This design comes from an exercise in tuning for small area, a short achievable clock period and few clock cycles per item on the open sky130 flow, not from production work. Function was not checked in any run shown here: the RTL went through the layout flow alone. Power and IR drop assume default switching activity.

==> flow/design.v <==
`timescale 1ns/1ps
module nova16_alu (
    input  wire        clk,
    input  wire        rst,         
    input  wire        in_valid,
    output wire        in_ready,
    input  wire [7:0]  op,          
    input  wire        w16,         
    input  wire [15:0] a,           
    input  wire [15:0] b,           
    input  wire [11:0] flags_in,
    output reg         out_valid,
    output reg  [15:0] result,
    output reg         wr,          
    output reg         div_fault,   
    output reg  [11:0] flags_out
);
    localparam FS = 1, FV = 2, FC = 6, FZ = 7, FP = 8;
    function automatic [16:0] smear(input [16:0] x);
        reg [16:0] t;
        begin
            t = x | (x >> 1);
            t = t | (t >> 2);
            t = t | (t >> 4);
            t = t | (t >> 8);
            smear = t | (t >> 16);
        end
    endfunction
    function automatic [4:0] topbit(input [16:0] t);
        reg [16:0] h;
        begin
            h = t & ~(t >> 1);
            topbit = {h[16], |(h[15:0] & 16'hFF00), |(h[15:0] & 16'hF0F0),
                      |(h[15:0] & 16'hCCCC), |(h[15:0] & 16'hAAAA)};
        end
    endfunction
    function automatic [16:0] ksadd(input [16:0] x, input [16:0] y, input ci);
        reg [16:0] g, p, gg, pp, g2, p2;
        integer i, d;
        begin
            g = x & y;
            p = x ^ y;
            gg = g;
            pp = p;
            gg[0] = g[0] | (p[0] & ci);
            for (d = 1; d < 17; d = d * 2) begin
                g2 = gg;
                p2 = pp;
                for (i = d; i < 17; i = i + 1) begin
                    g2[i] = gg[i] | (pp[i] & gg[i-d]);
                    p2[i] = pp[i] & pp[i-d];
                end
                gg = g2;
                pp = p2;
            end
            ksadd = p ^ {gg[15:0], ci};
        end
    endfunction
    reg        v1, w;
    reg        c_as, c_sub, c_one, c_lg, c_sh, c_bt, c_mul, c_div, c_lng;
    reg [1:0]  o;               
    reg [15:0] A, B;
    reg [11:0] F;
    wire [15:0] in_mask = w16 ? 16'hFFFF : 16'h00FF;
    wire        i_bt    = op[5];
    wire [3:0]  i_c     = op[3:0];
    reg        p2, it, finz, fin;   
    reg        cpre, nn;
    reg        sub, yb, y2;         
    reg        imul, idiv;          
    reg        xa, xb;              
    reg [3:0]  cnt;
    reg [15:0] R;                   
    reg        hz, hm;              
    reg  rdy;
    wire ready = !v1 || !c_lng || fin;
    assign in_ready = rdy;
    wire p1 = v1 && c_lng && !p2 && !it && !finz;
    wire [15:0] mW = w ? 16'hFFFF : 16'h00FF;
    wire sa = w ? A[15] : A[7];
    wire sb = w ? B[15] : B[7];
    wire [3:0] k = {w & B[3], B[2:0]};
    function automatic [2:0] booth(input [2:0] d);
        begin
            booth = {d[2] & ~(d[1] & d[0]), d[1] ^ d[0], (d == 3'b011) || (d == 3'b100)};
        end
    endfunction
    wire [16:0] vA = {A ^ ({16{xa}} & mW), 1'b1};
    wire [16:0] vB = {B ^ ({16{xb}} & mW), 1'b1};
    wire [16:0] tA = smear(vA);
    wire [16:0] tB = smear(vB);
    wire        lt = |(tB & ~tA);               
    wire [4:0]  hA = topbit(tA);
    wire [4:0]  hB = topbit(tB);
    wire [4:0]  hM = lt ? hA : hB;
    wire [4:0]  hd = hA - hB;
    wire [3:0]  cnt1 = c_mul ? {1'b0, hM[3:1]} : hd[3:0];
    wire        az   = (A == 16'd0);
    wire        bz   = (B == 16'd0);
    wire        zq   = c_mul ? (az | bz) : (lt | bz);
    wire [15:0] Xs   = lt ? B : A;
    wire [15:0] Ms   = lt ? A : B;
    wire [16:0] Msh  = {Ms, 1'b0};
    wire [2:0]  dig1 = Msh[{cnt1[2:0], 1'b0} +: 3];       
    wire [18:0] Mq   = {A, 3'b000};
    wire [2:0]  dign = Mq[{cnt[2:0], 1'b0} +: 3];         
    wire        rgt = (c_sh && o[0]) || c_bt;
    wire [3:0]  amt = p2 ? ~cnt : (rgt ? ~k : k);
    wire [15:0] rx  = (w || p2) ? A : {A[7:0], A[7:0]};
    wire [15:0] rin = (rgt && !p2) ? {rx[14:0], rx[15]} : rx;
    wire [31:0] rr  = {rin, rin} << amt;
    wire [15:0] rot = rr[31:16];
    wire [15:0] lm  = ~(16'hFFFF << amt);       
    wire [15:0] Y     = ({16{yb}} & B) | ({16{y2}} & {B[14:0], 1'b0}) | {15'd0, c_one};
    wire [16:0] op1   = idiv ? {R, A[15]} : (imul ? {1'b0, R[13:0], 2'b00} : {1'b0, A});
    wire [16:0] op2   = {17{sub}} ^ {1'b0, Y};
    wire [16:0] S     = ksadd(op1, op2, sub);
    wire [15:0] zx  = op1[15:0] ^ op2[15:0];
    wire [15:0] zo  = op1[15:0] | op2[15:0];
    wire [15:0] zv  = ~(zx ^ {zo[14:0], sub});
    wire        zS  = (&zv[7:0]) && (!w || (&zv[15:8]));
    wire        c16   = S[16] ^ sub;
    wire        fill  = (yb | y2) && (sub ? !B[15] : B[15]);
    wire [1:0]  r2    = R[15:14];
    wire        e_eq  = (c16 == fill);
    wire        e_up  = c16 & !fill;
    wire        e_dn  = !c16 & fill;
    wire        e0    = (r2 == 2'd0 && e_eq) || (r2 == 2'd1 && e_dn);
    wire        em1   = (r2 == 2'd0 && e_dn);
    wire        e4    = (r2 == 2'd3 && e_up);
    wire        e3    = (r2 == 2'd3 && e_eq) || (r2 == 2'd2 && e_up);
    wire        Hn0   = (hz & e0) | (hm & e4);
    wire        Hn1   = (hz & em1) | (hm & e3);
    wire        mhi0  = w ? Hn0 : (S[15:8] == 8'h00);
    wire        mul_c = cpre | (nn & !mhi0);
    wire        mul_v = w ? (S[15] ? !Hn1 : !Hn0) : (S[15:8] != {8{S[7]}});
    wire        take  = !S[16];
    wire [15:0] qn    = {A[14:0], take};
    wire [15:0] bm  = 16'd1 << k;
    wire        l_and = c_bt ? (o == 2'd2) : (o == 2'd0);
    wire        l_or  = (o == 2'd1);
    wire [15:0] Y2  = c_bt ? ((o == 2'd2) ? ~bm : bm) : ((o == 2'd3) ? 16'hFFFF : B);
    wire [15:0] L   = l_and ? (A & Y2) : (l_or ? (A | Y2) : (A ^ Y2));
    wire [15:0] shm = o[1] ? 16'hFFFF : (!o[0] ? (16'hFFFF << k) : (mW >> k));
    wire last_mul = fin && it && c_mul;
    wire last_div = fin && it && c_div;
    wire s_add    = c_as || last_mul;
    wire fault    = finz && c_div && (B == 16'd0);
    wire [15:0] rl = mW & (({16{c_sh}} & rot & shm) | ({16{c_lg | c_bt}} & L));
    wire [15:0] r  = rl | (mW & (({16{last_div}} & qn) | ({16{s_add}} & S[15:0])));
    wire sy     = w ? Y[15] : Y[7];
    wire ssum   = w ? S[15] : S[7];
    wire add_v  = c_sub ? ((sa != sy) && (ssum != sa)) : ((sa == sy) && (ssum != sa));
    wire add_c  = w ? S[16] : S[8];
    wire kz     = (k == 4'd0);
    wire sh_c   = !o[0] ? rot[0] : (w ? rot[15] : rot[7]);
    wire rz     = (rl == 16'd0);
    wire rs     = w ? rl[15] : rl[7];
    wire rp     = ~^rl[7:0];
    wire zsp_r  = c_lg || (c_sh && !kz);        
    wire keep_f = (c_sh && kz) || fault;        
    wire bt_z   = (o == 2'd0) ? !rot[0] : (o == 2'd1 ? 1'b0 : (o == 2'd2 ? 1'b1 : rot[0]));
    wire z_new = (zsp_r & rz) | (s_add & zS) | (last_div & (A[14:0] == 15'd0) & !take) |
                 (c_bt & bt_z) | (finz & !fault);
    wire s_new = (zsp_r & rs) | (s_add & ssum) | (last_div & (w ? A[14] : A[6]));
    wire p_new = (zsp_r & rp) | (s_add & ~^S[7:0]) | (last_div & ~^qn[7:0]) | (finz & !fault);
    wire c_new = (c_as & add_c) | (last_mul & mul_c) | (c_sh & sh_c);
    wire v_new = (c_as & add_v) | (last_mul & mul_v);
    wire set_zsp = !keep_f && !c_bt;
    wire set_cv  = !keep_f && !c_bt && !c_sh;
    reg [11:0] f;
    always @* begin
        f = F;
        if (!keep_f) f[FZ] = z_new;
        if (set_zsp) begin
            f[FS] = s_new;
            f[FP] = p_new;
        end
        if (set_zsp) f[FC] = c_new;
        if (set_cv)  f[FV] = v_new;
    end
    wire o_wr = !keep_f && !(c_as && o == 2'd3) && !(c_bt && o == 2'd0);
    wire done = v1 && (!c_lng || fin);
    wire fin_nx = p1 ? (zq || (c_mul && cnt1 == 4'd0)) :
                  p2 ? (cnt == 4'd0) : (cnt == 4'd1);
    wire i_lng  = !i_bt && (i_c == 4'h3 || i_c == 4'h4);
    always @(posedge clk) begin
        out_valid <= !rst && done;
        result    <= r;
        wr        <= o_wr;
        div_fault <= fault;
        flags_out <= f;
        if (rst) begin
            v1   <= 1'b0;
            p2   <= 1'b0;
            it   <= 1'b0;
            finz <= 1'b0;
            fin  <= 1'b0;
        end else if (ready) begin
            v1   <= in_valid;
            p2   <= 1'b0;
            it   <= 1'b0;
            finz <= 1'b0;
            fin  <= 1'b0;
        end else if (p1) begin
            finz <= zq;
            p2   <= !zq && c_div;
            it   <= !zq && c_mul;
            fin  <= fin_nx;
        end else if (p2) begin
            p2   <= 1'b0;
            it   <= 1'b1;
            fin  <= fin_nx;
        end else if (it) begin
            fin  <= fin_nx;
        end
        rdy <= rst || (ready ? (!in_valid || !i_lng) : fin_nx);
        if (rst || ready) begin
            imul <= 1'b0;
            idiv <= 1'b0;
        end else if (p1) begin
            imul <= !zq && c_mul;
        end else if (p2) begin
            idiv <= 1'b1;
        end
        if (ready) begin
            w     <= w16;
            xa    <= !i_bt && i_c == 4'h3 && (w16 ? a[15] : a[7]);
            xb    <= !i_bt && i_c == 4'h3 && (w16 ? b[15] : b[7]);
            c_as  <= !i_bt && (i_c == 4'h1 || i_c == 4'h2 || i_c == 4'h5 || i_c == 4'h6 || i_c == 4'h7);
            c_sub <= !i_bt && (i_c == 4'h2 || i_c == 4'h6 || i_c == 4'h7);
            c_one <= !i_bt && (i_c == 4'h5 || i_c == 4'h6);
            sub   <= !i_bt && (i_c == 4'h2 || i_c == 4'h6 || i_c == 4'h7);
            yb    <= !(!i_bt && (i_c == 4'h5 || i_c == 4'h6));
            y2    <= 1'b0;
            c_lg  <= !i_bt && i_c[3:2] == 2'b10;
            c_sh  <= !i_bt && i_c[3:2] == 2'b11;
            c_bt  <= i_bt;
            c_mul <= !i_bt && i_c == 4'h3;
            c_div <= !i_bt && i_c == 4'h4;
            c_lng <= i_lng;
            o     <= op[1:0];
            A     <= a & in_mask;
            B     <= b & in_mask;
            F     <= flags_in;
        end else if (p1) begin
            cnt  <= cnt1;
            if (c_mul) begin
                A <= lt ? A : B;                        
                B <= w ? Xs : {{8{Xs[7]}}, Xs[7:0]};    
            end
            R    <= 16'd0;
            hz   <= 1'b1;
            hm   <= 1'b0;
            if (c_mul)
                {sub, yb, y2} <= booth(dig1);
            else
                {sub, yb, y2} <= 3'b110;
            cpre <= (sa && B[15:1] != 15'd0) || (sb && A[15:1] != 15'd0);
            nn   <= !sa && !sb;
        end else if (p2) begin
            A <= rot & ~lm;
            R <= rot & lm;
        end else if (it) begin
            cnt  <= cnt - 4'd1;
            if (c_mul) begin
                R    <= S[15:0];
                hz   <= Hn0;
                hm   <= Hn1;
                {sub, yb, y2} <= booth(dign);
            end else begin
                R <= take ? S[15:0] : {R[14:0], A[15]};
                A <= qn;
            end
        end
    end
endmodule
==> flow/flow/run.sh <==
#!/bin/bash
# The standard layout (the standard.sh: ORFS synthesis to finish, same
# settings and constraints), with repair_timing asked to leave extra setup
# slack so that it also works on paths that already meet the 13 ns clock.
set -euo pipefail
bash standard.sh SETUP_SLACK_MARGIN=8.5 finish > standard.log 2>&1
==> flow/standard.sh <==
#!/bin/bash
# synth_recipe.tcl (not shown) runs the flow's synth.tcl, then flattens the netlist and writes it again
# the make line also repeats each setting of config.mk as NAME=value (left out here)
make -C /OpenROAD-flow-scripts/flow DESIGN_CONFIG=/design/flow/config.mk WORK_HOME=/design/flow/orfs CLKGATE_MAP_FILE= SYNTH_SCRIPT=/design/flow/synth_recipe.tcl "${@:-finish}"
==> flow/config.mk <==
export PLATFORM = sky130hd
export DESIGN_NAME = nova16_alu
export DESIGN_NICKNAME = nova16_alu
export VERILOG_FILES = /design/flow/design.v
export SDC_FILE = /design/flow/constraint.sdc
export NUM_CORES = 4
export LEC_CHECK = 0
export CAP_MARGIN = 20
export CORE_MARGIN = 2
export CORE_UTILIZATION = 40
export SLEW_MARGIN = 20
==> flow/constraint.sdc <==
create_clock -name core_clock -period 13.0 [get_ports {clk}]
set_input_delay 2.6000 -clock core_clock [delete_from_list [all_inputs] [get_ports {clk}]]
set_output_delay 2.6000 -clock core_clock [all_outputs]
set_load 0.01 [all_outputs]
==> summary.md, run 1 <==
| Metric | Value |
|---|---|
| Result of the run | `finished clean` |
| Class of the most critical setup path | `flip-flop to flip-flop` |
| Dominant combinational cell family by area after synthesis | `compound AO/OA/AOI/OAI gates` |
| Setup violation total in the final timing report | `0` |
| Clock tree skew after final layout | `0.0126 ns` |
| Antenna violations before repair | `1` |
| Distinct cells, synth | `90` |
| Syn nets | `1813` |
| Clock-pin transition on the worst setup and hold timing paths | `0.07 ns` |
| Proportion of synthesized area in mux cells | `11.8%` |
| Maximum number of pins on one net before global-route repair | `69` |
| Xor and xnor fraction of the mapped netlist area | `6.23%` |
| Violation count after the first detailed-route iteration | `2233` |
| Gpl congestion | `1.03` |
| Final global-route overflow total | `0` |
| Final number of max-transition violations | `0` |
| Count of endpoints failing hold in the final timing report | `0` |
| I/O pins | `88` |
| TritonCTS Buffers | `17` |
| Number of port buffers | `84` |
| Maximum level of the CTS H-tree | `4` |
| First-pass GRT wire length | `83400 µm` |
| Peak clock frequency supported by timing | `191 MHz` |
| Async set-or-reset flop fraction in the synthesized netlist | `0%` |
| Maximum VDD drop | `0.000118 V` |
| Total Routing Usage GR | `33.0%` |
| Vertical extent of the die | `186 µm` |
| Starting Density | `40.6%` |
| Arrival @ worst endpoint | `5.45 ns` |
| Worst-Margin Slew | `0.927 ns` |
| Dominant synthesized flop cell | `sky130_fd_sc_hd__edfxtp_1` |
| Power density of the placed cells | `125 mW/mm²` |
| Path category of the worst min-delay check | `flip-flop to flip-flop` |
| Count of flip-flops with a built-in enable after synthesis | `84` |
| Critical Path End Type | `flip-flop` |
| Signed area change from the synthesized netlist to the final layout | `24.3%` |
| Number of cell rows | `66` |
| Per-cell via count in the routed design | `6.39` |
| CP bufs+invs | `3` |
| Overall die width | `186 µm` |
| Via Count | `14200` |
| CTS tree | `built` |
| Total cell area at the placement stage | `0.0145 mm²` |
| Residual DRC | `0` |
| RSZ-0062 raised after global routing | `true` |
| Post-synthesis instance area | `0.0132 mm²` |
| Final clock period utilization by the worst path | `40.4%` |
| Utilization after layout | `50.4%` |
| Seq/Total Area, Yosys | `25.2%` |
| Total iterations of the first detailed-routing run | `6` |
| CORE AREA | `0.0325 mm²` |
| Vias in the first global route | `13200` |
| Half-perimeter wire length of the detailed placement result | `39500 µm` |
| Routed length per instance | `25.7 µm` |
| Max_cap viols | `0` |
| Die ar. | `0.0345 mm²` |
| Share of final-layout standard cells stronger than drive strength 1 | `16.1%` |
| CP startpoint kind | `flip-flop` |
| Required @ worst endpoint | `13.20 ns` |
| Post-place setup slack | `7.12 ns` |
| Total number of clock tree sinks | `124` |
| Adder and majority cell fraction of the synthesized area | `7.88%` |
| Total leakage power | `6.56 nW` |
| Final std cell area, no fill | `0.0164 mm²` |
| Post-layout minimum cycle time | `5.25 ns` |
| R2R Setup Slk | `7.75 ns` |
| Worst Hold Margin | `0.342 ns` |
| Synthesized instance count | `1675` |
| Count of nets left with antenna violations after detail routing | `0` |
| Kind of cell adding the most delay to the critical path | `compound AO/OA/AOI/OAI gates` |
| Number of placed cells counting well taps | `2110` |
| Delay of the slowest cell on the worst path | `0.51 ns` |
| Final Routed Wirelength | `57400 µm` |
| Post-synthesis compound-gate area fraction | `23.1%` |
| Cell chosen for the clock root | `sky130_fd_sc_hd__clkbuf_16` |
| Warning count from the yosys run | `1` |
| Final Total Pwr | `2.05 mW` |
| Headroom to the max-slew limit | `37.9%` |
| Post-synthesis area per instance | `7.88 µm²` |
| Cells along the critical path | `buf_4, a21o_1, o32a_1, a211o_1, or2_4, o21ai_2, a31oi_1, o211ai_1, ha_2, inv_2, fa_1, nor2_2, o21bai_4, mux2i_4, buf_12, mux2i_1, mux2i_1, mux2_4, mux2_4, ha_4, o21ai_2, nand3_2` |
| Maximum clock insertion buffer count | `2` |
| Post-synthesis sequential element count | `124` |
| Fin nets | `1911` |
| Worst setup margin | `7.75 ns` |
| Simple-gate share of the synthesized area | `19.0%` |
| Cell at the slowest stage of the critical path | `sky130_fd_sc_hd__fa_1` |
| Clock latency on the worst-skew pair | `0.46 ns` |
| Setup total negative slack | `0 ns` |
| Non-filler instance count after layout | `2229` |
| Largest driver fanout on the critical path | `16` |
## synthesized netlist by cell type (9+ instances only)
| cell | instances | area share (%) |
|---|---|---|
| sky130_fd_sc_hd__a21o_1 | 13 | 0.74 |
| sky130_fd_sc_hd__a21oi_1 | 103 | 3.9 |
| sky130_fd_sc_hd__a221oi_1 | 16 | 1.1 |
| sky130_fd_sc_hd__a22oi_1 | 36 | 2.0 |
| sky130_fd_sc_hd__a31oi_1 | 15 | 0.71 |
| sky130_fd_sc_hd__a32oi_1 | 10 | 0.66 |
| sky130_fd_sc_hd__and2_1 | 13 | 0.62 |
| sky130_fd_sc_hd__and3_1 | 15 | 0.71 |
| sky130_fd_sc_hd__buf_1 | 19 | 0.54 |
| sky130_fd_sc_hd__clkbuf_1 | 112 | 3.2 |
| sky130_fd_sc_hd__dfxtp_1 | 40 | 6.1 |
| sky130_fd_sc_hd__edfxtp_1 | 84 | 19 |
| sky130_fd_sc_hd__ha_1 | 80 | 7.6 |
| sky130_fd_sc_hd__inv_1 | 92 | 2.6 |
| sky130_fd_sc_hd__mux2i_1 | 140 | 11 |
| sky130_fd_sc_hd__nand2_1 | 150 | 4.3 |
| sky130_fd_sc_hd__nand2b_1 | 11 | 0.52 |
| sky130_fd_sc_hd__nand3_1 | 55 | 2.1 |
| sky130_fd_sc_hd__nand4_1 | 11 | 0.52 |
| sky130_fd_sc_hd__nor2_1 | 149 | 4.2 |
| sky130_fd_sc_hd__nor2b_1 | 13 | 0.62 |
| sky130_fd_sc_hd__nor3_1 | 42 | 1.6 |
| sky130_fd_sc_hd__nor4_1 | 17 | 0.81 |
| sky130_fd_sc_hd__o21a_1 | 14 | 0.80 |
| sky130_fd_sc_hd__o21ai_0 | 74 | 2.8 |
| sky130_fd_sc_hd__o21ai_1 | 51 | 1.9 |
| sky130_fd_sc_hd__o221ai_1 | 10 | 0.66 |
| sky130_fd_sc_hd__o22ai_1 | 14 | 0.66 |
| sky130_fd_sc_hd__o32ai_1 | 9 | 0.60 |
| sky130_fd_sc_hd__or2_2 | 9 | 0.43 |
| sky130_fd_sc_hd__or3_1 | 12 | 0.57 |
| sky130_fd_sc_hd__xnor2_1 | 60 | 4.0 |
| sky130_fd_sc_hd__xor2_1 | 34 | 2.3 |
## flip-flops by register name (all words and copies together) (netlist names), 2 cells and up
register,count
A,16
result,16
B,16
flags_out,12
cnt,4
o,2
R,16
F,12
## what timing repair did
item | CTS | global route
cloned | 2 | 1
endpoints found under the setup margin | 29 | 11
pin swaps | 18 | 29
gates resized for setup | 75 | 49
setup buffers | 48 | 35
hold buffers | 0 | 0
## worst paths after layout
kind	startpoint	end	cells after the start
hold / removal	F[4]$_DFFE_PN_	flags_out[4]$_DFF_P_	0
setup reg to reg	B[15]$_DFFE_PP_	yb$_DFFE_PP_	22
setup / recovery	B[15]$_DFFE_PP_	yb$_DFFE_PP_	22
hold reg to reg	F[4]$_DFFE_PN_	flags_out[4]$_DFF_P_	0
## power breakdown
group / total, mW / internal [mW] / switching (mW)
clock: 0.493 / 0.283 / 0.210
combinational: 1.08 / 0.457 / 0.625
sequential: 0.471 / 0.456 / 0.0155
## routing by layer
metal	GRT usage [%]	share of wire, %
met2	49.2	42
met1	43.2	39
met3	8.24	13
met4	18.8	6.1
met5	0	0
## layout by cell type (no fill, tap or decap), types with 11 or more instances in the layout
master / count
sky130_fd_sc_hd__xnor2_1: 58
sky130_fd_sc_hd__xor2_1: 32
sky130_fd_sc_hd__nor2_1: 142
sky130_fd_sc_hd__ha_1: 76
sky130_fd_sc_hd__mux2i_2: 11
sky130_fd_sc_hd__nand4_1: 11
sky130_fd_sc_hd__clkdlybuf4s50_1: 84
sky130_fd_sc_hd__o21ai_1: 53
sky130_fd_sc_hd__nor4_1: 14
sky130_fd_sc_hd__nand3_1: 53
sky130_fd_sc_hd__nor3_1: 41
sky130_fd_sc_hd__and3_1: 15
sky130_fd_sc_hd__a31oi_1: 15
sky130_fd_sc_hd__a221oi_1: 14
sky130_fd_sc_hd__o21ai_0: 65
sky130_fd_sc_hd__buf_4: 117
sky130_fd_sc_hd__o21a_1: 14
sky130_fd_sc_hd__edfxtp_1: 84
sky130_fd_sc_hd__a21o_1: 13
sky130_fd_sc_hd__and2_1: 12
sky130_fd_sc_hd__o22ai_1: 13
sky130_fd_sc_hd__a21oi_1: 95
sky130_fd_sc_hd__dfxtp_1: 37
sky130_fd_sc_hd__mux2i_1: 119
sky130_fd_sc_hd__clkbuf_16: 21
sky130_fd_sc_hd__a22oi_1: 33
sky130_fd_sc_hd__inv_1: 90
sky130_fd_sc_hd__nor2b_1: 11
sky130_fd_sc_hd__nand2_1: 147
## cell type report
| type | count | area (µm²) |
|---|---|---|
| Sequential cell | 124 | 3330 |
| Timing Repair Buffer | 219 | 2030 |
| Antenna cell | 1 | 2.50 |
| Inverter | 95 | 362 |
| Multi-Input combinational cell | 1316 | 9540 |
| Clock buffer | 21 | 504 |
| Clock inverter | 11 | 93.8 |
| Fill cell | 3180 | 16100 |
| Tap cell | 442 | 553 |
## cell families (layout without fill, tap and decap cells)
family                   Yosys count  count (layout)
AO/OA/AOI/OAI                    461             461
other                              0               1
AND/OR/NAND/NOR                  528             528
buffers and inverters            235             346
XOR/XNOR                          94              94
flip-flops                       124             124
adder cells (fa/ha/maj)           82              82
multiplexers                     151             151
==> inputs of run 2 (changes only) <==
--- a/flow/config.mk
+++ b/flow/config.mk
@@ -7,5 +7,5 @@
 export LEC_CHECK = 0
 export CAP_MARGIN = 20
 export CORE_MARGIN = 2
-export CORE_UTILIZATION = 40
+export CORE_UTILIZATION = 65
 export SLEW_MARGIN = 20
==> summary.md, run 2 <==
| Metric | Value |
|---|---|
| Result of the run | `finished clean` |
| Worst Reg-to-Reg Cells | `22` |
| Starting Density | `65.7%` |
| Switching power total | `926 µW` |
| Total number of clock tree sinks | `124` |
| Fin nets | `1918` |
| Sequential fraction of design power | `22.3%` |
| Syn nets | `1813` |
| Routed length per instance | `29.2 µm` |
| Maximum clock insertion buffer count | `2` |
| Hold-fix buffers at CTS | `0` |
| Number of placed cells counting well taps | `1927` |
| Setup total negative slack | `0 ns` |
| Warning count from the yosys run | `1` |
| Final global-route overflow total | `0` |
| Total Routing Usage GR | `51.2%` |
| Most frequent standard cell in the layout excluding fill and tap cells | `sky130_fd_sc_hd__nand2_1` |
| Endpoint of the worst-slack reg-to-reg timing path | `sub$_DFFE_PP_` |
| Overall die width | `147 µm` |
| Post-synthesis area per instance | `7.88 µm²` |
| CP startpoint kind | `flip-flop` |
| Via Count | `15600` |
| Setup violation total in the final timing report | `0` |
| Library cell with the largest summed area after synthesis | `sky130_fd_sc_hd__edfxtp_1` |
| Simple-gate share of the synthesized area | `19.0%` |
| Cell chosen for the clock root | `sky130_fd_sc_hd__clkbuf_16` |
| Total leakage power | `6.59 nW` |
| Clock latency on the worst-skew pair | `0.45 ns` |
| Maximum VDD drop | `0.000119 V` |
| Async set-or-reset flop fraction in the synthesized netlist | `0%` |
| Required @ worst endpoint | `13.20 ns` |
| Worst min-delay path startpoint | `F[10]$_DFFE_PN_` |
| Internal power | `1.21 mW` |
| Power density of the placed cells | `130 mW/mm²` |
| Xor and xnor fraction of the mapped netlist area | `6.23%` |
| Worst-Margin Slew | `1.04 ns` |
| Total iterations of the first detailed-routing run | `11` |
| Post-synthesis compound-gate area fraction | `23.1%` |
| Switching Share | `43.4%` |
| Path category of the worst min-delay check | `flip-flop to flip-flop` |
| Reg-to-reg startpoint | `B[6]$_DFFE_PP_` |
| CTS tree | `built` |
| Maximum level of the CTS H-tree | `4` |
| Synthesized instance count | `1675` |
| Share of power burned in the clock network | `23.9%` |
| Adder and majority cell fraction of the synthesized area | `7.88%` |
| Part of the power in combinational logic | `53.7%` |
| CORE AREA | `0.0201 mm²` |
| Class of the most critical setup path | `flip-flop to flip-flop` |
| Vias in the first global route | `14300` |
| Dominant synthesized flop cell | `sky130_fd_sc_hd__edfxtp_1` |
| RSZ-0062 raised after global routing | `true` |
| Clock tree skew after final layout | `0.0124 ns` |
| Hold depth | `0` |
| R2R Setup Slk | `7.34 ns` |
| Per-cell via count in the routed design | `7.56` |
| Final number of max-transition violations | `0` |
| Clock-pin transition on the worst setup and hold timing paths | `0.07 ns` |
| Arrival @ worst endpoint | `5.85 ns` |
| Yosys top cell area share | `19.1%` |
| Peak clock frequency supported by timing | `177 MHz` |
| Largest driver fanout on the critical path | `11` |
| Seq/Total Area, Yosys | `25.2%` |
| Dominant combinational cell family by area after synthesis | `compound AO/OA/AOI/OAI gates` |
| Non-filler instance count after layout | `2066` |
| Half-perimeter wire length of the detailed placement result | `37000 µm` |
| Vertical extent of the die | `147 µm` |
| Final clock period utilization by the worst path | `43.5%` |
| Post-synthesis sequential element count | `124` |
| Maximum number of pins on one net before global-route repair | `95` |
| Cells taking the most area after synthesis | `sky130_fd_sc_hd__edfxtp_1, sky130_fd_sc_hd__mux2i_1, sky130_fd_sc_hd__ha_1` |
| Count of endpoints failing hold in the final timing report | `0` |
| Most frequent cells in the layout | `sky130_fd_sc_hd__nand2_1, sky130_fd_sc_hd__nor2_1, sky130_fd_sc_hd__buf_4` |
| Worst Hold Endpoint | `flags_out[10]$_DFF_P_` |
| First-pass GRT wire length | `83800 µm` |
| Distinct cells, synth | `90` |
| Post-synth top cells | `sky130_fd_sc_hd__nand2_1, sky130_fd_sc_hd__nor2_1, sky130_fd_sc_hd__mux2i_1` |
| Headroom to the max-slew limit | `30.3%` |
| Number of cell rows | `52` |
| Count of nets left with antenna violations after detail routing | `0` |
| Number of port buffers | `84` |
| TritonCTS Buffers | `17` |
| Residual DRC | `0` |
| Critical Path End Type | `flip-flop` |
| Violation count after the first detailed-route iteration | `3314` |
| Fill cell count | `1266` |
| Antenna violations before repair | `2` |
| Max_cap viols | `0` |
| Share of final-layout standard cells stronger than drive strength 1 | `17.1%` |
| Count of flip-flops with a built-in enable after synthesis | `84` |
| Post-layout minimum cycle time | `5.66 ns` |
| Count leader, synth | `sky130_fd_sc_hd__nand2_1` |
| Proportion of synthesized area in mux cells | `11.8%` |
| Gpl congestion | `1.08` |
| Post-synthesis instance area | `0.0132 mm²` |
| Signed area change from the synthesized netlist to the final layout | `24.1%` |
| Die ar. | `0.0215 mm²` |
| I/O pins | `88` |
| Final Routed Wirelength | `60300 µm` |
==> run 2: metrics by stage <==
step	hold slack, ns	area (µm²)	total power [mW]	setup slack, ns	utilization, %
6_report	0.347	16400	2.13	7.34	81.5
2_1_floorplan	0.323	13300	1.10	8.02	-
3_5_place_dp	0.327	14200	1.36	6.94	70.7
5_1_grt	0.357	16400	2.18	7.38	81.5
4_1_cts	0.346	15600	1.95	7.78	77.8
3_3_place_gp	0.323	14200	1.34	7.05	70.7
==> run 2: worst max-delay path by stage <==
stage	slack [ns]	cells past startpoint	end	from
finish	7.34	22	sub$_DFFE_PP_	B[6]$_DFFE_PP_
detailed placement	6.94	20	yb$_DFFE_PP_	xa$_DFFE_PN_
global route	7.38	22	sub$_DFFE_PP_	B[6]$_DFFE_PP_
floorplan	8.02	21	yb$_DFFE_PP_	B[7]$_DFFE_PP_
CTS	7.78	22	yb$_DFFE_PP_	B[6]$_DFFE_PP_
global placement	7.05	20	yb$_DFFE_PP_	xa$_DFFE_PN_
==> run 2: repair_timing <==
action / CTS / global route
endpoints found under the setup margin: 31 / 10
buffers inserted: 64 / 36
resized for setup: 60 / 87
pin swaps: 16 / 29
cloned: 2 / 2
==> run 2: kinds of logic (layout without fill, tap and decap cells) <==
family	after synthesis	after routing
and+or+nand+nor	528	528
other	0	3
DFF	124	124
buffers and inverters	235	353
xor gates and xnor gates	94	94
muxes	151	151
adders and majority gates	82	82
AOI/OAI and AO/OA	461	461
==> run 2: cell type report <==
class	instances	area [µm²]	area share (%)
diodes	3	7.51	0.0458
clock buffers	17	425	2.60
clock inverters	15	171	1.05
inverters	95	357	2.18
multi-input cells	1316	9650	58.9
flip-flops and latches	124	3330	20.3
well taps	270	338	2.06
repair buffers	226	2110	12.9
==> run 2: metal layers <==
metal,wire length [µm],part of all wire (%),vias up,global-route usage [%]
met2,23800,40,1646,74.5
met5,56,0.093,-,0.909
met4,6310,10,4,33.6
met3,10700,18,586,20.4
li1,-,-,6353,-
met1,19400,32,7037,62.7
==> run 2: power groups by stage <==
stage / Combinational [mW] / Sequential (mW) / Clock [mW]
2_1_floorplan: 0.620 / 0.482 / 0
3_3_place_gp: 0.840 / 0.498 / 0
3_5_place_dp: 0.861 / 0.499 / 0
4_1_cts: 0.978 / 0.475 / 0.493
5_1_grt: 1.18 / 0.477 / 0.516
6_report: 1.15 / 0.476 / 0.510
==> run 2: worst max-delay path: stages (launching register included) <==
cell and delay, ns:
sky130_fd_sc_hd__edfxtp_1 0.36, sky130_fd_sc_hd__buf_8 0.10, sky130_fd_sc_hd__buf_4 0.09, sky130_fd_sc_hd__buf_4 0.29
sky130_fd_sc_hd__and3_1 0.28, sky130_fd_sc_hd__o21ai_1 0.18, sky130_fd_sc_hd__a211o_1 0.36, sky130_fd_sc_hd__or2_4 0.26
sky130_fd_sc_hd__o21ai_2 0.14, sky130_fd_sc_hd__a31oi_2 0.11, sky130_fd_sc_hd__o211ai_1 0.27, sky130_fd_sc_hd__ha_2 0.23
sky130_fd_sc_hd__inv_2 0.05, sky130_fd_sc_hd__fa_1 0.44, sky130_fd_sc_hd__nor2_2 0.12, sky130_fd_sc_hd__o21bai_4 0.16
sky130_fd_sc_hd__buf_4 0.19, sky130_fd_sc_hd__nor2_1 0.07, sky130_fd_sc_hd__a211oi_1 0.44, sky130_fd_sc_hd__nor2_1 0.14
sky130_fd_sc_hd__a221oi_1 0.56, sky130_fd_sc_hd__a21oi_1 0.21, sky130_fd_sc_hd__a221o_1 0.36
==> inputs of run 3 (changes only) <==
--- a/flow/design.v
+++ b/flow/design.v
@@ -67,10 +67,11 @@
     reg        p2, it, finz, fin;   
     reg        cpre, nn;
     reg        sub, yb, y2;         
+    reg        q_and, q_or, q_ub, q_um, q_inv, q_one;    
     reg        imul, idiv;          
     reg        xa, xb;              
     reg [3:0]  cnt;
-    reg [15:0] R;                   
+    reg [16:0] R;                   
     reg        hz, hm;              
     reg  rdy;
     wire ready = !v1 || !c_lng || fin;
@@ -99,9 +100,20 @@
     wire        bz   = (B == 16'd0);
     wire        zq   = c_mul ? (az | bz) : (lt | bz);
     wire [15:0] Xs   = lt ? B : A;
-    wire [15:0] Ms   = lt ? A : B;
-    wire [16:0] Msh  = {Ms, 1'b0};
-    wire [2:0]  dig1 = Msh[{cnt1[2:0], 1'b0} +: 3];       
+    wire [16:0] Ash  = {A, 1'b0};
+    wire [16:0] Bsh  = {B, 1'b0};
+    reg  [2:0]  dgA, dgB;                                 
+    integer     j;
+    always @* begin
+        dgA = 3'd0;
+        dgB = 3'd0;
+        for (j = 0; j < 8; j = j + 1) begin
+            dgA = dgA | ({3{tA[2*j] & ~tA[2*j+2]}} & Ash[2*j +: 3]);
+            dgB = dgB | ({3{tB[2*j] & ~tB[2*j+2]}} & Bsh[2*j +: 3]);
+        end
+    end
+    wire [2:0]  dig1 = lt ? dgA : dgB;                    
+    wire        one1 = lt ? !tA[2] : !tB[2];
     wire [18:0] Mq   = {A, 3'b000};
     wire [2:0]  dign = Mq[{cnt[2:0], 1'b0} +: 3];         
     wire        rgt = (c_sh && o[0]) || c_bt;
@@ -112,7 +124,7 @@
     wire [15:0] rot = rr[31:16];
     wire [15:0] lm  = ~(16'hFFFF << amt);       
     wire [15:0] Y     = ({16{yb}} & B) | ({16{y2}} & {B[14:0], 1'b0}) | {15'd0, c_one};
-    wire [16:0] op1   = idiv ? {R, A[15]} : (imul ? {1'b0, R[13:0], 2'b00} : {1'b0, A});
+    wire [16:0] op1   = idiv ? {R[15:0], A[15]} : (imul ? {1'b0, R[13:0], 2'b00} : {1'b0, A});
     wire [16:0] op2   = {17{sub}} ^ {1'b0, Y};
     wire [16:0] S     = ksadd(op1, op2, sub);
     wire [15:0] zx  = op1[15:0] ^ op2[15:0];
@@ -122,25 +134,26 @@
     wire        c16   = S[16] ^ sub;
     wire        fill  = (yb | y2) && (sub ? !B[15] : B[15]);
     wire [1:0]  r2    = R[15:14];
-    wire        e_eq  = (c16 == fill);
-    wire        e_up  = c16 & !fill;
-    wire        e_dn  = !c16 & fill;
-    wire        e0    = (r2 == 2'd0 && e_eq) || (r2 == 2'd1 && e_dn);
-    wire        em1   = (r2 == 2'd0 && e_dn);
-    wire        e4    = (r2 == 2'd3 && e_up);
-    wire        e3    = (r2 == 2'd3 && e_eq) || (r2 == 2'd2 && e_up);
-    wire        Hn0   = (hz & e0) | (hm & e4);
-    wire        Hn1   = (hz & em1) | (hm & e3);
+    wire        e0_c0 = fill ? (r2 == 2'd1) : (r2 == 2'd0);
+    wire        e0_c1 = fill && (r2 == 2'd0);
+    wire        em_c0 = fill && (r2 == 2'd0);
+    wire        e4_c1 = !fill && (r2 == 2'd3);
+    wire        e3_c0 = !fill && (r2 == 2'd3);
+    wire        e3_c1 = fill ? (r2 == 2'd3) : (r2 == 2'd2);
+    wire        H0_c0 = hz & e0_c0;
+    wire        H0_c1 = (hz & e0_c1) | (hm & e4_c1);
+    wire        H1_c0 = (hz & em_c0) | (hm & e3_c0);
+    wire        H1_c1 = hm & e3_c1;
+    wire        Hn0   = c16 ? H0_c1 : H0_c0;
+    wire        Hn1   = c16 ? H1_c1 : H1_c0;
     wire        mhi0  = w ? Hn0 : (S[15:8] == 8'h00);
     wire        mul_c = cpre | (nn & !mhi0);
     wire        mul_v = w ? (S[15] ? !Hn1 : !Hn0) : (S[15:8] != {8{S[7]}});
     wire        take  = !S[16];
     wire [15:0] qn    = {A[14:0], take};
     wire [15:0] bm  = 16'd1 << k;
-    wire        l_and = c_bt ? (o == 2'd2) : (o == 2'd0);
-    wire        l_or  = (o == 2'd1);
-    wire [15:0] Y2  = c_bt ? ((o == 2'd2) ? ~bm : bm) : ((o == 2'd3) ? 16'hFFFF : B);
-    wire [15:0] L   = l_and ? (A & Y2) : (l_or ? (A | Y2) : (A ^ Y2));
+    wire [15:0] Y2  = ({16{q_ub}} & B) | ({16{q_um}} & (bm ^ {16{q_inv}})) | {16{q_one}};
+    wire [15:0] L   = q_and ? (A & Y2) : (q_or ? (A | Y2) : (A ^ Y2));
     wire [15:0] shm = o[1] ? 16'hFFFF : (!o[0] ? (16'hFFFF << k) : (mW >> k));
     wire last_mul = fin && it && c_mul;
     wire last_div = fin && it && c_div;
@@ -181,7 +194,7 @@
     end
     wire o_wr = !keep_f && !(c_as && o == 2'd3) && !(c_bt && o == 2'd0);
     wire done = v1 && (!c_lng || fin);
-    wire fin_nx = p1 ? (zq || (c_mul && cnt1 == 4'd0)) :
+    wire fin_nx = p1 ? (zq || (c_mul && one1)) :
                   p2 ? (cnt == 4'd0) : (cnt == 4'd1);
     wire i_lng  = !i_bt && (i_c == 4'h3 || i_c == 4'h4);
     always @(posedge clk) begin
@@ -215,6 +228,12 @@
             fin  <= fin_nx;
         end
         rdy <= rst || (ready ? (!in_valid || !i_lng) : fin_nx);
+        q_and <= (!i_bt && i_c == 4'h8) || (i_bt && op[1:0] == 2'd2);
+        q_or  <= (op[1:0] == 2'd1);
+        q_ub  <= !i_bt && op[1:0] != 2'd3;
+        q_um  <= i_bt;
+        q_inv <= i_bt && op[1:0] == 2'd2;
+        q_one <= !i_bt && op[1:0] == 2'd3;
         if (rst || ready) begin
             imul <= 1'b0;
             idiv <= 1'b0;
@@ -249,7 +268,7 @@
                 A <= lt ? A : B;                        
                 B <= w ? Xs : {{8{Xs[7]}}, Xs[7:0]};    
             end
-            R    <= 16'd0;
+            R    <= 17'd0;
             hz   <= 1'b1;
             hm   <= 1'b0;
             if (c_mul)
@@ -260,17 +279,17 @@
             nn   <= !sa && !sb;
         end else if (p2) begin
             A <= rot & ~lm;
-            R <= rot & lm;
+            R <= {1'b0, rot & lm};
         end else if (it) begin
             cnt  <= cnt - 4'd1;
+            R    <= S;
             if (c_mul) begin
-                R    <= S[15:0];
                 hz   <= Hn0;
                 hm   <= Hn1;
                 {sub, yb, y2} <= booth(dign);
             end else begin
-                R <= take ? S[15:0] : {R[14:0], A[15]};
-                A <= qn;
+                sub <= take;
+                A   <= qn;
             end
         end
     end
--- a/flow/config.mk
+++ b/flow/config.mk
@@ -7,5 +7,5 @@
 export LEC_CHECK = 0
 export CAP_MARGIN = 20
 export CORE_MARGIN = 2
-export CORE_UTILIZATION = 65
+export CORE_UTILIZATION = 40
 export SLEW_MARGIN = 20
==> summary.md, run 3 <==
| Metric | Value |
|---|---|
| Result of the run | `finished clean` |
| Sum of met2 wire segment lengths after detailed routing | `27100 µm` |
| Post-layout minimum cycle time | `4.66 ns` |
| Residual DRC | `0` |
| CP startpoint kind | `flip-flop` |
| Clock latency on the worst-skew pair | `0.46 ns` |
| Distinct cells, synth | `87` |
| Maximum level of the CTS H-tree | `4` |
| Overall die width | `190 µm` |
| Violation count after the first detailed-route iteration | `2215` |
| Post-synthesis sequential element count | `130` |
| Most frequent standard cell in the layout excluding fill and tap cells | `sky130_fd_sc_hd__nand2_1` |
| Total leakage power | `6.56 nW` |
| Total iterations of the first detailed-routing run | `8` |
| Dominant synthesized flop cell | `sky130_fd_sc_hd__edfxtp_1` |
| Count leader, synth | `sky130_fd_sc_hd__nand2_1` |
| Max_cap viols | `0` |
| Per-cell via count in the routed design | `6.58` |
| Maximum number of pins on one net before global-route repair | `63` |
| Class of the most critical setup path | `flip-flop to flip-flop` |
| Die ar. | `0.0360 mm²` |
| Post-synth top cells | `sky130_fd_sc_hd__nand2_1, sky130_fd_sc_hd__nor2_1, sky130_fd_sc_hd__o21ai_0` |
| Antenna violations before repair | `2` |
| Vias in the first global route | `13900` |
| Power density of the placed cells | `110 mW/mm²` |
| Critical Path End Type | `flip-flop` |
| Vertical extent of the die | `190 µm` |
| Maximum clock insertion buffer count | `2` |
| Total number of clock tree sinks | `130` |
| Via Count | `15400` |
| Final std cell area, no fill | `0.0169 mm²` |
| Peak clock frequency supported by timing | `215 MHz` |
| Fill cell count | `3319` |
| Number of cell rows | `68` |
| Count of nets left with antenna violations after detail routing | `0` |
| TritonCTS Buffers | `17` |
| Starting Density | `40.3%` |
| Hold-fix buffers at CTS | `0` |
| I/O pins | `88` |
| Async set-or-reset flop fraction in the synthesized netlist | `0%` |
| Count of endpoints failing hold in the final timing report | `0` |
| Length of routed met3 wiring | `6890 µm` |
| CTS tree | `built` |
| Final clock period utilization by the worst path | `35.8%` |
| Cell chosen for the clock root | `sky130_fd_sc_hd__clkbuf_16` |
| Total cell area at the placement stage | `0.0149 mm²` |
| Yosys top cell area share | `18.3%` |
| M1 wire length | `25000 µm` |
| Arrival @ worst endpoint | `4.99 ns` |
| RSZ-0062 raised after global routing | `true` |
| Setup violation total in the final timing report | `0` |
| Required @ worst endpoint | `13.33 ns` |
| Post-synthesis instance area | `0.0138 mm²` |
| Half-perimeter wire length of the detailed placement result | `43800 µm` |
| Clock-pin transition on the worst setup and hold timing paths | `0.07 ns` |
| Largest driver fanout on the critical path | `8` |
| Fin nets | `2012` |
| Maximum VDD drop | `0.0000967 V` |
| Most frequent cells in the layout | `sky130_fd_sc_hd__nand2_1, sky130_fd_sc_hd__nor2_1, sky130_fd_sc_hd__o21ai_0` |
| Synthesized instance count | `1801` |
| Routed length per instance | `27.0 µm` |
| Gpl congestion | `1.02` |
| Number of port buffers | `84` |
| Setup total negative slack | `0 ns` |
| Signed area change from the synthesized netlist to the final layout | `22.7%` |
| Final Total Pwr | `1.87 mW` |
| Seq/Total Area, Yosys | `24.9%` |
| Top metal layer carrying routed signals | `met5` |
| Total Routing Usage GR | `33.9%` |
| Worst-Margin Slew | `1.11 ns` |
| Library cell with the largest summed area after synthesis | `sky130_fd_sc_hd__edfxtp_1` |
| CORE AREA | `0.0343 mm²` |
| Cells taking the most area after synthesis | `sky130_fd_sc_hd__edfxtp_1, sky130_fd_sc_hd__ha_1, sky130_fd_sc_hd__dfxtp_1` |
| Warning count from the yosys run | `1` |
| Final global-route overflow total | `0` |
| First-pass GRT wire length | `89800 µm` |
| Path category of the worst min-delay check | `flip-flop to flip-flop` |
| Count of flip-flops with a built-in enable after synthesis | `84` |
| Post-synthesis area per instance | `7.67 µm²` |
| Headroom to the max-slew limit | `26.1%` |
| Share of final-layout standard cells stronger than drive strength 1 | `15.6%` |
| Final Routed Wirelength | `63300 µm` |
| Final number of max-transition violations | `0` |
| Clock tree skew after final layout | `0.0129 ns` |
| Syn nets | `1937` |
==> run 3: cell types whose count changed in the layout (fill, tap and decap cells not counted), sizes merged, moves of 15 or more <==
cell | previous run | this run
a221o | 3 | 18
mux2i | 140 | 61
buf | 138 | 122
a21oi | 104 | 127
nand2 | 150 | 195
==> run 3: cells by family after synthesis <==
logic type / after synthesis / share of synthesized area (%)
XOR/XNOR: 93 / 6.00
AO/OA/AOI/OAI: 576 / 28.2
adder cells (fa/ha/maj): 80 / 7.36
flip-flops: 130 / 24.9
buffers and inverters: 259 / 7.45
multiplexers: 80 / 6.22
AND/OR/NAND/NOR: 583 / 19.9
==> run 3: path summary, 6_finish.rpt <==
kind             startpoint                    to  slack, ns  depth (start not counted)
min          F[3]$_DFFE_PN_  flags_out[3]$_DFF_P_       0.34                          0
max             w$_DFFE_PN_  flags_out[7]$_DFF_P_       8.34                         19
min reg2reg  F[3]$_DFFE_PN_  flags_out[3]$_DFF_P_       0.34                          0
max reg2reg     w$_DFFE_PN_  flags_out[7]$_DFF_P_       8.34                         19
==> run 3: what timing repair did <==
| item | CTS | global route |
|---|---|---|
| buffers inserted | 45 | 39 |
| resized for setup | 89 | 70 |
| pin swaps | 20 | 32 |
| cloned | 4 | 4 |
| setup endpoints to repair | 11 | 25 |
==> run 3: where the power goes <==
part / switching [mW] / internal, mW / total, mW
clock: 0.215 / 0.307 / 0.522
sequential: 0.0301 / 0.472 / 0.502
combinational: 0.509 / 0.336 / 0.845
total: 0.754 / 1.12 / 1.87
==> run 3: critical path, cell delays in order (launching register included) <==
cell	delay (ns)
sky130_fd_sc_hd__edfxtp_1	0.40
sky130_fd_sc_hd__buf_4	0.16
sky130_fd_sc_hd__buf_12	0.14
sky130_fd_sc_hd__o21a_1	0.19
sky130_fd_sc_hd__a21oi_1	0.32
sky130_fd_sc_hd__a211oi_1	0.15
sky130_fd_sc_hd__a31oi_2	0.28
sky130_fd_sc_hd__nand2_2	0.13
sky130_fd_sc_hd__a31oi_4	0.31
sky130_fd_sc_hd__mux2i_4	0.16
sky130_fd_sc_hd__a32oi_4	0.34
sky130_fd_sc_hd__ha_1	0.21
sky130_fd_sc_hd__nand4_1	0.12
sky130_fd_sc_hd__nor2_2	0.17
sky130_fd_sc_hd__a21boi_4	0.23
sky130_fd_sc_hd__nand3_2	0.08
sky130_fd_sc_hd__o21ai_2	0.12
sky130_fd_sc_hd__o21ba_1	0.17
sky130_fd_sc_hd__or4_4	0.44
sky130_fd_sc_hd__o41ai_4	0.37
==> run 3: routing by layer <==
layer | up-vias | GRT usage [%]
li1 | 6797 | -
met1 | 7314 | 44.2
met2 | 1082 | 51.7
met3 | 247 | 7.19
met4 | 2 | 20.4
met5 | - | 0
==> run 3: per-stage QoR <==
step	instances	hold WS [ns]	util (%)	worst slack (ns)
floorplan	1801	0.323	-	8.54
global placement	2220	0.325	43.4	6.48
detailed placement	2220	0.327	43.4	6.32
CTS	2301	0.340	47.6	8.49
global route	2344	0.347	49.4	8.25
finish	2346	0.336	49.4	8.34
==> run 3: final cells by class <==
class,instances,area (µm²),area share [%]
Antenna cell,2,5.00,0.0295
Inverter,101,414,2.44
Timing Repair Buffer,210,1990,11.7
Clock inverter,10,104,0.613
Tap cell,455,569,3.36
Sequential cell,130,3450,20.4
Clock buffer,22,518,3.06
Multi-Input combinational cell,1416,9900,58.4
==> inputs of run 4 (changes only) <==
==> flow/flow/run.sh (replaced) <==
#!/bin/bash
# The standard layout (the standard.sh: ORFS synthesis to finish, same
# settings and constraints), with repair_timing asked to leave extra setup
# slack so that it also works on paths that already meet the 13 ns clock.
set -euo pipefail
bash standard.sh SETUP_SLACK_MARGIN=9.0 finish > standard.log 2>&1
==> summary.md, run 4 <==
| Metric | Value |
|---|---|
| Most frequent standard cell in the layout excluding fill and tap cells | `sky130_fd_sc_hd__nand2_1` |
| Warning count from the yosys run | `1` |
| Final global-route overflow total | `0` |
| Post-synthesis sequential element count | `130` |
| Dominant synthesized flop cell | `sky130_fd_sc_hd__edfxtp_1` |
| Headroom to the max-slew limit | `25.5%` |
| Post-synthesis area per instance | `7.67 µm²` |
| Worst min-delay path startpoint | `F[3]$_DFFE_PN_` |
| Starting Density | `40.3%` |
| Per-cell via count in the routed design | `6.56` |
| Via Count | `15600` |
| Clock tree skew after final layout | `0.0149 ns` |
| Violation count after the first detailed-route iteration | `2003` |
| I/O pins | `88` |
| Post-synthesis instance area | `0.0138 mm²` |
| Vias in the first global route | `14100` |
| Total leakage power | `6.90 nW` |
| Maximum number of pins on one net before global-route repair | `58` |
| Fin nets | `2054` |
| Synthesized instance count | `1801` |
| Largest driver fanout on the critical path | `13` |
| Fill cell count | `3273` |
| Reg-to-reg startpoint | `cnt[1]$_DFFE_PP_` |
| Final Total Pwr | `1.92 mW` |
| Count of flip-flops with a built-in enable after synthesis | `84` |
| First-pass GRT wire length | `89600 µm` |
| Yosys top cell area share | `18.3%` |
| CP startpoint kind | `flip-flop` |
| Setup total negative slack | `0 ns` |
| RSZ-0062 raised after global routing | `true` |
| Result of the run | `finished clean` |
| Worst Hold Margin | `0.347 ns` |
| Internal power | `1.13 mW` |
| Count leader, synth | `sky130_fd_sc_hd__nand2_1` |
| Gpl congestion | `0.987` |
| Library cell with the largest summed area after synthesis | `sky130_fd_sc_hd__edfxtp_1` |
| Signed area change from the synthesized netlist to the final layout | `27.3%` |
| Number of cell rows | `68` |
| Maximum VDD drop | `0.000102 V` |
| Sequential fraction of design power | `25.9%` |
| Seq/Total Area, Yosys | `24.9%` |
| Path category of the worst min-delay check | `flip-flop to flip-flop` |
| Distinct cells, synth | `87` |
| Clock latency on the worst-skew pair | `0.46 ns` |
| Count of endpoints failing hold in the final timing report | `0` |
| Class of the most critical setup path | `flip-flop to flip-flop` |
| Half-perimeter wire length of the detailed placement result | `42300 µm` |
| Max_cap viols | `0` |
| Maximum clock insertion buffer count | `2` |
| Share of final-layout standard cells stronger than drive strength 1 | `19.0%` |
| Vertical extent of the die | `190 µm` |
| Syn nets | `1937` |
| Worst-Margin Slew | `1.12 ns` |
| Post-layout minimum cycle time | `4.70 ns` |
| Arrival @ worst endpoint | `5.02 ns` |
| Required @ worst endpoint | `13.33 ns` |
| Final clock period utilization by the worst path | `36.1%` |
| Routed length per instance | `26.2 µm` |
| Clock-pin transition on the worst setup and hold timing paths | `0.07 ns` |
| Part of the power in combinational logic | `47.8%` |
| Final Routed Wirelength | `62500 µm` |
| Number of placed cells counting well taps | `2220` |
| Critical Path End Type | `flip-flop` |
| Number of port buffers | `84` |
| Total Routing Usage GR | `33.6%` |
| Die ar. | `0.0360 mm²` |
| Area taken by multi-input logic gates | `0.0101 mm²` |
| Count of nets left with antenna violations after detail routing | `0` |
| Setup violation total in the final timing report | `0` |
| Switching Share | `40.8%` |
| Share of power burned in the clock network | `26.3%` |
| CTS tree | `built` |
| Sequential cell area | `0.00345 mm²` |
| Most frequent cells in the layout | `sky130_fd_sc_hd__nand2_1, sky130_fd_sc_hd__buf_4, sky130_fd_sc_hd__nor2_1` |
| Power density of the placed cells | `109 mW/mm²` |
| Final number of max-transition violations | `0` |
| Async set-or-reset flop fraction in the synthesized netlist | `0%` |
| Antenna diodes | `0` |
| Overall die width | `190 µm` |
| Switching power total | `782 µW` |
| R2R Setup Slk | `8.30 ns` |
| Post-synth top cells | `sky130_fd_sc_hd__nand2_1, sky130_fd_sc_hd__nor2_1, sky130_fd_sc_hd__o21ai_0` |
| Maximum level of the CTS H-tree | `4` |
| Critical Path Start | `cnt[1]$_DFFE_PP_` |
| Non-filler instance count after layout | `2386` |
| Residual DRC | `0` |
| Total iterations of the first detailed-routing run | `6` |
| Utilization after layout | `51.3%` |
| Antenna violations before repair | `0` |
| TritonCTS Buffers | `17` |
| Cells taking the most area after synthesis | `sky130_fd_sc_hd__edfxtp_1, sky130_fd_sc_hd__ha_1, sky130_fd_sc_hd__dfxtp_1` |
| Total number of clock tree sinks | `130` |
| Peak clock frequency supported by timing | `213 MHz` |
| CORE AREA | `0.0343 mm²` |
| Cell chosen for the clock root | `sky130_fd_sc_hd__clkbuf_16` |
run 4: cell counts after synthesis:
No cell type changed its count.
run 4: power groups by stage:
stage	clock, mW	combinational (mW)	sequential [mW]
2_1_floorplan	0	0.482	0.499
3_3_place_gp	0	0.707	0.520
3_5_place_dp	0	0.712	0.521
4_1_cts	0.509	0.822	0.498
5_1_grt	0.527	0.963	0.498
6_report	0.503	0.916	0.496
run 4: cells by family (layout without fill, tap and decap cells):
| group | after synthesis | after routing | synth area share [%] |
|---|---|---|---|
| mux | 80 | 80 | 6.22 |
| buf+inv | 259 | 388 | 7.45 |
| fa+ha+maj | 80 | 80 | 7.36 |
| compound gates | 576 | 577 | 28.2 |
| xor+xnor | 93 | 93 | 6.00 |
| flops | 130 | 130 | 24.9 |
| simple gates | 583 | 583 | 19.9 |
run 4: path summary, 6_finish.rpt:
check	endpoint	cells past startpoint
hold / removal	flags_out[3]$_DFF_P_	0
hold reg to reg	flags_out[3]$_DFF_P_	0
setup reg to reg	flags_out[7]$_DFF_P_	16
setup / recovery	flags_out[7]$_DFF_P_	16
run 4: layout make-up:
| cell class | count | area share (%) |
|---|---|---|
| Sequential cell | 130 | 19.6 |
| Timing Repair Buffer | 255 | 14.2 |
| Clock inverter | 14 | 0.897 |
| Clock buffer | 18 | 2.56 |
| Inverter | 101 | 2.21 |
| Multi-Input combinational cell | 1413 | 57.3 |
| Tap cell | 455 | 3.24 |
run 4: metal layers:
layer	vias to the layer above	global-route usage [%]	part of all wire, %	routed length, µm
met5	-	0	0	0
met3	269	6.94	11	6790
met1	7492	42.9	38	23900
met4	0	17.8	7.0	4370
li1	6858	-	-	-
met2	1023	53.3	44	27400
run 4: through the flow:
step / worst slack [ns] / instance area [µm²]
floorplan: 8.96 / 13900
detailed placement: 7.26 / 14900
CTS: 8.47 / 16800
global route: 8.21 / 17600
global placement: 7.33 / 14900
finish: 8.30 / 17600
run 4: timing repair:
item	in CTS	in global routing
pin swaps	33	41
hold buffers	0	0
setup endpoints to repair	68	36
resized for setup	124	73
setup buffers	86	39
cloned	4	5
run 4: critical path: stages (launching register included):
cell and delay (ns):
sky130_fd_sc_hd__edfxtp_1 0.76, sky130_fd_sc_hd__inv_1 0.27, sky130_fd_sc_hd__o22ai_1 0.27, sky130_fd_sc_hd__a222oi_1 0.13
sky130_fd_sc_hd__mux2i_1 0.35, sky130_fd_sc_hd__mux2_2 0.33, sky130_fd_sc_hd__mux2i_4 0.11, sky130_fd_sc_hd__a32oi_2 0.39
sky130_fd_sc_hd__ha_4 0.19, sky130_fd_sc_hd__nand4_1 0.17, sky130_fd_sc_hd__nor2_2 0.21, sky130_fd_sc_hd__a21boi_4 0.23
sky130_fd_sc_hd__nand3_2 0.07, sky130_fd_sc_hd__o21ai_1 0.10, sky130_fd_sc_hd__o21ba_1 0.17, sky130_fd_sc_hd__or4_4 0.49
sky130_fd_sc_hd__o41ai_4 0.31
==> inputs of run 5 (changes only) <==
--- a/flow/design.v
+++ b/flow/design.v
@@ -68,6 +68,8 @@
     reg        cpre, nn;
     reg        sub, yb, y2;         
     reg        q_and, q_or, q_ub, q_um, q_inv, q_one;    
+    reg        r_rgt;               
+    reg [3:0]  r_amt;               
     reg        imul, idiv;          
     reg        xa, xb;              
     reg [3:0]  cnt;
@@ -102,24 +104,15 @@
     wire [15:0] Xs   = lt ? B : A;
     wire [16:0] Ash  = {A, 1'b0};
     wire [16:0] Bsh  = {B, 1'b0};
-    reg  [2:0]  dgA, dgB;                                 
-    integer     j;
-    always @* begin
-        dgA = 3'd0;
-        dgB = 3'd0;
-        for (j = 0; j < 8; j = j + 1) begin
-            dgA = dgA | ({3{tA[2*j] & ~tA[2*j+2]}} & Ash[2*j +: 3]);
-            dgB = dgB | ({3{tB[2*j] & ~tB[2*j+2]}} & Bsh[2*j +: 3]);
-        end
-    end
+    wire [2:0]  dgA  = Ash[{hA[3:1], 1'b0} +: 3];
+    wire [2:0]  dgB  = Bsh[{hB[3:1], 1'b0} +: 3];
     wire [2:0]  dig1 = lt ? dgA : dgB;                    
-    wire        one1 = lt ? !tA[2] : !tB[2];
+    wire        one1 = lt ? (hA[3:1] == 3'd0) : (hB[3:1] == 3'd0);
     wire [18:0] Mq   = {A, 3'b000};
     wire [2:0]  dign = Mq[{cnt[2:0], 1'b0} +: 3];         
-    wire        rgt = (c_sh && o[0]) || c_bt;
-    wire [3:0]  amt = p2 ? ~cnt : (rgt ? ~k : k);
+    wire [3:0]  amt = p2 ? ~cnt : r_amt;
     wire [15:0] rx  = (w || p2) ? A : {A[7:0], A[7:0]};
-    wire [15:0] rin = (rgt && !p2) ? {rx[14:0], rx[15]} : rx;
+    wire [15:0] rin = (r_rgt && !p2) ? {rx[14:0], rx[15]} : rx;
     wire [31:0] rr  = {rin, rin} << amt;
     wire [15:0] rot = rr[31:16];
     wire [15:0] lm  = ~(16'hFFFF << amt);       
@@ -197,6 +190,8 @@
     wire fin_nx = p1 ? (zq || (c_mul && one1)) :
                   p2 ? (cnt == 4'd0) : (cnt == 4'd1);
     wire i_lng  = !i_bt && (i_c == 4'h3 || i_c == 4'h4);
+    wire i_rgt  = i_bt || (i_c[3:2] == 2'b11 && i_c[0]);
+    wire [3:0] i_k = {w16 & b[3], b[2:0]};
     always @(posedge clk) begin
         out_valid <= !rst && done;
         result    <= r;
@@ -228,6 +223,8 @@
             fin  <= fin_nx;
         end
         rdy <= rst || (ready ? (!in_valid || !i_lng) : fin_nx);
+        r_rgt <= i_rgt;
+        r_amt <= i_rgt ? ~i_k : i_k;
         q_and <= (!i_bt && i_c == 4'h8) || (i_bt && op[1:0] == 2'd2);
         q_or  <= (op[1:0] == 2'd1);
         q_ub  <= !i_bt && op[1:0] != 2'd3;
==> flow/flow/run.sh (replaced) <==
#!/bin/bash
# The standard layout (the standard.sh: ORFS synthesis to finish, same
# settings and constraints), with repair_timing asked to leave extra setup
# slack so that it also works on paths that already meet the 13 ns clock.
set -euo pipefail
bash standard.sh SETUP_SLACK_MARGIN=8.5 finish > standard.log 2>&1
==> summary.md, run 5 <==
| Metric | Value |
|---|---|
| Headroom to the max-slew limit | `27.2%` |
| Required @ worst endpoint | `13.32 ns` |
| Clock latency on the worst-skew pair | `0.45 ns` |
| Dominant synthesized flop cell | `sky130_fd_sc_hd__edfxtp_1` |
| Hold-fix buffers at CTS | `0` |
| Maximum VDD drop | `0.0000698 V` |
| Setup violation total in the final timing report | `0` |
| Maximum number of pins on one net before global-route repair | `55` |
| CTS tree | `built` |
| Number of placed cells counting well taps | `2182` |
| Worst setup margin | `8.46 ns` |
| Final number of max-transition violations | `0` |
| Max_cap viols | `0` |
| Async set-or-reset flop fraction in the synthesized netlist | `0%` |
| Count of flip-flops with a built-in enable after synthesis | `84` |
| Post-place setup slack | `7.70 ns` |
| Arrival @ worst endpoint | `4.85 ns` |
| Syn nets | `1909` |
| Final global-route overflow total | `0` |
| Fin nets | `1942` |
| Antenna diodes | `0` |
| Result of the run | `finished clean` |
| TritonCTS Buffers | `17` |
| Library cell with the largest summed area after synthesis | `sky130_fd_sc_hd__edfxtp_1` |
| Warning count from the yosys run | `1` |
| Clock-pin transition on the worst setup and hold timing paths | `0.07 ns` |
| Total number of clock tree sinks | `135` |
| Count leader, synth | `sky130_fd_sc_hd__nand2_1` |
| Residual DRC | `0` |
| Largest driver fanout on the critical path | `13` |
| Endpoint of the worst-slack reg-to-reg timing path | `sub$_DFFE_PP_` |
| Worst Hold Margin | `0.344 ns` |
| Total iterations of the first detailed-routing run | `6` |
| Post-synth top cells | `sky130_fd_sc_hd__nand2_1, sky130_fd_sc_hd__o21ai_0, sky130_fd_sc_hd__nor2_1` |
| Peak clock frequency supported by timing | `220 MHz` |
| Reg-to-reg startpoint | `B[5]$_DFFE_PP_` |
| Final Routed Wirelength | `59500 µm` |
| Vertical extent of the die | `192 µm` |
| Power density of the placed cells | `114 mW/mm²` |
| Post-synthesis area per instance | `7.94 µm²` |
| Signed area change from the synthesized netlist to the final layout | `16.6%` |
| Total leakage power | `6.48 nW` |
| Seq/Total Area, Yosys | `25.2%` |
| Via Count | `14700` |
| Post-layout minimum cycle time | `4.54 ns` |
| Fill cell count | `3396` |
| Yosys top cell area share | `17.9%` |
| Worst-Margin Slew | `1.08 ns` |
| Per-cell via count in the routed design | `6.48` |
| RSZ-0062 raised after global routing | `false` |
| Die ar. | `0.0367 mm²` |
| Worst min-delay path startpoint | `F[5]$_DFFE_PN_` |
| Critical Path End Type | `flip-flop` |
| Share of final-layout standard cells stronger than drive strength 1 | `12.0%` |
| Path category of the worst min-delay check | `flip-flop to flip-flop` |
| Cells along the critical path | `or2_1, o21ai_0, o2111a_1, o221ai_1, o31ai_4, and2b_2, buf_4, mux2i_1, ha_1, o41ai_1, a21o_1` |
| CP startpoint kind | `flip-flop` |
| Final std cell area, no fill | `0.0164 mm²` |
| R2R Setup Slk | `8.46 ns` |
| I/O pins | `88` |
| Clock tree skew after final layout | `0.0128 ns` |
| Utilization after layout | `47.4%` |
| CORE AREA | `0.0346 mm²` |
| Most frequent standard cell in the layout excluding fill and tap cells | `sky130_fd_sc_hd__nand2_1` |
| Kind of cell adding the most delay to the critical path | `compound AO/OA/AOI/OAI gates` |
| Starting Density | `40.7%` |
| Worst Hold Endpoint | `flags_out[5]$_DFF_P_` |
| Half-perimeter wire length of the detailed placement result | `42600 µm` |
| Total cell area at the placement stage | `0.0151 mm²` |
| Cell chosen for the clock root | `sky130_fd_sc_hd__clkbuf_16` |
| Count of nets left with antenna violations after detail routing | `0` |
| Maximum clock insertion buffer count | `2` |
| Total Routing Usage GR | `32.1%` |
| Maximum level of the CTS H-tree | `4` |
| Violation count after the first detailed-route iteration | `2049` |
| Overall die width | `192 µm` |
| Routed length per instance | `26.2 µm` |
| Setup total negative slack | `0 ns` |
| Vias in the first global route | `13500` |
| Final clock period utilization by the worst path | `34.9%` |
| Non-filler instance count after layout | `2274` |
| Cells taking the most area after synthesis | `sky130_fd_sc_hd__edfxtp_1, sky130_fd_sc_hd__dfxtp_1, sky130_fd_sc_hd__ha_1` |
| Gpl congestion | `1.01` |
| Final Total Pwr | `1.87 mW` |
| Delay of the slowest cell on the worst path | `0.65 ns` |
| Worst Reg-to-Reg Cells | `11` |
| Number of cell rows | `68` |
| First-pass GRT wire length | `86700 µm` |
| Most frequent cells in the layout | `sky130_fd_sc_hd__nand2_1, sky130_fd_sc_hd__o21ai_0, sky130_fd_sc_hd__nor2_1` |
| CP bufs+invs | `1` |
| Number of port buffers | `84` |
| Class of the most critical setup path | `flip-flop to flip-flop` |
| Synthesized instance count | `1773` |
| Post-synthesis instance area | `0.0141 mm²` |
| Antenna violations before repair | `0` |
| Post-synthesis sequential element count | `135` |
| Cell at the slowest stage of the critical path | `sky130_fd_sc_hd__edfxtp_1` |
| Hold depth | `0` |
| Distinct cells, synth | `98` |
| Count of endpoints failing hold in the final timing report | `0` |
[run 5: cell count changes after synthesis, sizes merged, moves of 10 or more]
cell,delta
a21oi,-44
a221oi,-11
a31oi,-12
mux2i,+24
nand2,-11
nand3,+10
nor2,-16
o221ai,+11
[run 5: cell type report]
type                       instances  area, µm²  share of cell area [%]
multi-input combinational       1377       9680                    58.9
sequential                       135       3560                    21.7
timing repair buffer             176       1660                    10.1
tap                              455        569                    3.47
clock buffer                      19        475                    2.90
inverter                          99        377                    2.29
clock inverter                    13        103                   0.625
[run 5: worst max-delay path by stage]
| stage | cells after the start | slack, ns | start | endpoint |
|---|---|---|---|---|
| after floorplan | 16 | 8.98 | B[2]$_DFFE_PP_ | flags_out[2]$_DFF_P_ |
| after global placement | 15 | 7.63 | w$_DFFE_PN_ | flags_out[7]$_DFF_P_ |
| after detailed placement | 18 | 7.70 | w$_DFFE_PN_ | flags_out[7]$_DFF_P_ |
| after CTS | 14 | 8.49 | p2$_SDFF_PP0_ | flags_out[7]$_DFF_P_ |
| after global routing | 15 | 8.48 | p2$_SDFF_PP0_ | flags_out[7]$_DFF_P_ |
| final | 11 | 8.46 | B[5]$_DFFE_PP_ | sub$_DFFE_PP_ |
[run 5: where the power goes]
part,internal [mW],switching [mW],leakage (nW)
Combinational,0.338,0.515,4.89
Sequential,0.490,0.0307,1.31
Clock,0.271,0.221,0.290
Total,1.10,0.767,6.48
[run 5: what timing repair did]
| item | CTS | global route |
|---|---|---|
| setup endpoints to repair | 32 | 31 |
| setup buffers | 22 | 38 |
| resized for setup | 20 | 32 |
| gates cloned | 0 | 0 |
| pin swaps | 1 | 2 |
[run 5: per-layer routing]
| layer | part of all wire [%] | up-vias | track usage (%) |
|---|---|---|---|
| li1 | - | 6592 | - |
| met1 | 40 | 7016 | 42.8 |
| met2 | 43 | 959 | 49.3 |
| met3 | 12 | 170 | 7.14 |
| met4 | 4.8 | 0 | 14.7 |
| met5 | 0 | - | 0 |
[run 5: cells by family after synthesis]
group	share of synthesized area, %
DFF	25.2
AOI/OAI and AO/OA	25.1
buffers and inverters	7.32
muxes	9.06
xor gates and xnor gates	6.07
and+or+nand+nor	20.1
adders and majority gates	7.22

port drivers added, routing unchanged:
Ports are ideal in the flow. The routed layouts listed here were re-timed in OpenROAD.
Step 1, drivers: a clkbuf_16 drives clk and a buf_2 each remaining input, both assumed.
Step 2, shift: input delay + t, output delay - t, t = (earliest + latest rising clock arrival at the registers) / 2. This alone moves slack from input paths to output paths.
Three values: no drivers, after step 1, after step 2; two values: the first two.
run | shift t [ns] | setup slack, ns | worst setup path at the end | worst slew at a driven data input, ns
run 1 | 0.506 | 7.754 / 7.754 / 7.754 | register to register | 0.04
run 2 | 0.494 | 7.341 / 7.341 / 7.341 | register to register | 0.05
run 3 | 0.506 | 8.342 / 8.342 / 8.050 | input to register | 0.06
run 4 | 0.508 | 8.304 / 8.304 / 8.304 | register to register | 0.04
run 5 | 0.489 | 8.465 / 8.465 / 8.313 | input to register | 0.04
After both steps setup and hold are still met in every run listed. The setup slack of run 3, which loses most, moves by 0.000 ns with the drivers and by -0.292 ns with both steps.
